This is an optimization exercise on Yosys and OpenROAD, whose aim is a short achievable clock period and few clock cycles, not a production implementation.
Function was checked by simulation only, so behaviour that the tests miss may differ from the original.

==> inputs of job 8271 <==
## pgrf
module pgrf (
    input  wire        clk,
    input  wire        rst,
    input  wire        req_valid,
    output wire        req_ready,
    input  wire [31:0] req_cmd,
    input  wire [63:0] req_data,
    output wire        rsp_valid,
    input  wire        rsp_ready,
    output wire [1:0]  rsp_status,
    output wire [63:0] rsp_data
);
export LEC_CHECK = 0
export CAP_MARGIN = 20
export CORE_MARGIN = 2
export CORE_UTILIZATION = 25
export PLACE_DENSITY = 0.45
export SLEW_MARGIN = 20
create_clock -name core_clock -period 20.0 [get_ports {clk}]
standard.sh (not shown) runs the stock make flow with config.mk's settings and CLKGATE_MAP_FILE= SYNTH_SCRIPT=/design/flow/synth_recipe.tcl, a recipe that flattens the netlist after the stock synthesis.
==> flow/flow/run.sh <==
#!/bin/bash
# The standard layout, with timing repair aiming well below the clock
# period (setup margin), so the resizer shortens every path it can.
# make's full output goes to flow_make.log; ORFS keeps each step's tool
# log under orfs/logs/.
set -euo pipefail
bash standard.sh SETUP_SLACK_MARGIN=16 finish > flow_make.log 2>&1
==> job 1167: changes against job 8271 <==
--- a/flow/design.v
+++ b/flow/design.v
@@ -575,25 +575,25 @@
     assign rsp_valid = ph_resp;
     reg        in_v;
     reg [31:0] in_cmd;
     reg [63:0] in_data;
     reg [31:0] pf_cmd;
     reg [63:0] pf_data;
     reg [63:0] lo, hi;
-    reg [1:0]  rsp_status_q, rsp_status_h;
-    reg [63:0] rsp_data_q, rsp_data_h;
+    reg [1:0]  rsp_status_q;
+    reg [63:0] rsp_data_q;
     assign rsp_status = rsp_status_q;
     assign rsp_data   = rsp_data_q;
-    reg s1_v, rdy;
-    wire empty   = !s1_v && !rdy;
+    reg s1_v, s2_v;
+    wire empty   = !s1_v && !s2_v;
     wire match   = (pf_cmd == in_cmd) && (pf_data == in_data);
     wire restart = acc_q && !empty && !match;
     wire start   = !rst_q && in_v &&
                    ((!ph_busy && empty) || (acc_q && (empty || !match)));
-    wire commit  = ph_busy && (s1_v || rdy) && !restart;
+    wire commit  = ph_busy && s2_v && !restart;
     always @(posedge clk) begin
         in_v    <= req_valid;
         in_cmd  <= req_cmd;
         in_data <= req_data;
         rst_q   <= rst;
         acc_q   <= req_valid && ph_idle && !rst;
         if (rst) begin
@@ -623,16 +623,15 @@
     wire [63:0] occ = lo | hi;
     reg [63:0] g_lo, g_hi;       
     reg [63:0] p_lo, p_hi;       
     reg [12:0] therm;            
     reg [23:0] pmoves;           
     reg [7:0]  co, cs, clo, chi;
     reg [12:0] ct;
-    reg [63:0] cg;
-    reg [7:0]  cnt;
+    reg [3:0]  k;
     integer    c, r, s;
     always @(*) begin
         g_lo = 64'd0; g_hi = 64'd0;
         p_lo = 64'd0; p_hi = 64'd0;
         therm = 13'd0;
         pmoves = 24'd0;
         for (c = 0; c < 8; c = c + 1) begin
@@ -650,24 +649,22 @@
                     p_lo[r*8 + c] = clo[(r < 7) ? r + 1 : 7];
                     p_hi[r*8 + c] = chi[(r < 7) ? r + 1 : 7];
                 end else if (!cs[r]) begin
                     p_lo[r*8 + c] = clo[r];
                     p_hi[r*8 + c] = chi[r];
                 end
             end
-            cnt = 8'd1;
+            k = 4'd0;
             for (s = 0; s < 8; s = s + 1) begin
                 for (r = 0; r < 8; r = r + 1)
-                    cg[r*8 + s] = co[s] && cnt[r];
-                if (co[s])
-                    cnt = {cnt[6:0], 1'b0};
-            end
-            for (r = 0; r < 8; r = r + 1) begin
-                g_lo[r*8 + c] = |(cg[r*8 +: 8] & clo);
-                g_hi[r*8 + c] = |(cg[r*8 +: 8] & chi);
+                    if (co[s] && k == r) begin
+                        g_lo[r*8 + c] = clo[s];
+                        g_hi[r*8 + c] = chi[s];
+                    end
+                k = k + co[s];
             end
         end
     end
     reg [63:0] n_lo, n_hi;
     always @(*) begin
         n_lo = lo;
         n_hi = hi;
@@ -741,30 +738,30 @@
             OPC_XPOSE: d2 = xpose(pf_data);
             OPC_RDLO:  d2 = lo;
             OPC_RDHI:  d2 = hi;
             default: ;
             endcase
         end
     end
-    always @(posedge clk)
-        rdy <= !rst_q && !commit && !restart && (s1_v || rdy);
+    reg [63:0] s2_data;
+    reg [1:0]  s2_status;
+    always @(posedge clk) begin
+        s2_v <= !rst_q && !commit && !restart && (s1_v || s2_v);
+        if (s1_v) begin
+            s2_data   <= d2;
+            s2_status <= s1_status;
+        end
+    end
     always @(posedge clk) begin
         if (rst_q) begin
             lo <= 64'd0;
             hi <= 64'd0;
         end else if (commit) begin
             lo <= s1_lo;
             hi <= s1_hi;
         end
         if (commit) begin
-            rsp_status_h <= s1_status;
-            rsp_data_h   <= d2;
-        end
-        if (commit || !ph_resp) begin
-            rsp_status_q <= s1_status;
-            rsp_data_q   <= d2;
-        end else begin
-            rsp_status_q <= rsp_status_h;
-            rsp_data_q   <= rsp_data_h;
+            rsp_status_q <= s2_status;
+            rsp_data_q   <= s2_data;
         end
     end
 endmodule
==> flow/run.sh (new file) <==
#!/bin/bash
# synth_recipe.tcl (not shown) runs the flow's synth.tcl, then flattens the netlist and writes it again
# the make line also repeats each setting of config.mk as NAME=value (left out here)
make -C /OpenROAD-flow-scripts/flow DESIGN_CONFIG=/design/flow/config.mk WORK_HOME=/design/flow/orfs CLKGATE_MAP_FILE= SYNTH_SCRIPT=/design/flow/synth_recipe.tcl finish
==> flow/config.mk (replaced) <==
export PLATFORM = sky130hd
export DESIGN_NAME = pgrf
export DESIGN_NICKNAME = pgrf
export VERILOG_FILES = /design/flow/design.v
export SDC_FILE = /design/flow/constraint.sdc
export NUM_CORES = 4
export LEC_CHECK = 0
export CAP_MARGIN = 20
export CORE_MARGIN = 2
export CORE_UTILIZATION = 40
export PLACE_DENSITY = 0.6
export SLEW_MARGIN = 20
removed: flow/flow/run.sh
removed: flow/standard.sh
==> flow_summary.json <==
{
  "status": "finished with violations",
  "failed_checks": "antenna rules",
  "wl_per_cell_um": 32.6,
  "skew_ps": 46.8,
  "critPathCapture": "s1_lo[63]$_DFFE_PP_",
  "whs_ps": 417,
  "multi_input_area_share": 0.554,
  "cp.depth": 16,
  "worstMarginPinSlew_ps": 1230,
  "ant_nets": 2,
  "r2r_slack_ps": 13710,
  "r2r-end": "s1_lo[63]$_DFFE_PP_",
  "crit_start": "lo[23]$_SDFFE_PP0P_",
  "synthMuxAreaShare": 0.120
}
the above is filed under job 1167

==> flow_summary.json <==
{
  "ant_nets": 0,
  "multi_input_area_share": 0.505,
  "synthMuxAreaShare": 0.0831,
  "r2r-end": "rsp_data_q[3]$_DFF_P_",
  "critPathCapture": "req_ready",
  "status": "timing/DRC/antenna clean",
  "crit_start": "ph_idle$_SDFFE_PP1P_",
  "wl_per_cell_um": 34.7,
  "whs_ps": 443,
  "cp.depth": 1
}
the above is filed under job 8271

Testbench counts of job 8271, summed over its fixed seeds: cycles 17,414.
Testbench counts of job 1167, summed over its fixed seeds: cycles 17,422.

[static timing again, ports no longer ideal]
The results above use ideal ports. As a check the final layouts listed here were re-extracted and re-timed, cells and wires unchanged. Step 1 assumes that a clkbuf_16 drives the clock port and a buf_2 every other input. Step 2 also shifts input and output timing later by t, the mid clock arrival at the registers, as if the neighbouring blocks saw the same clock. a / b / c = ideal ports / drivers / drivers and shift; a / b = the first two.
| run | t, ns | setup slack, ns | slew at the worst register clock pin (ns) |
|---|---|---|---|
| job 8271 | 0.805 | 14.848 / 14.760 / 15.246 | 0.07 / 0.07 |
| job 1167 | 0.744 | 13.711 / 13.711 / 13.711 | 0.07 / 0.07 |
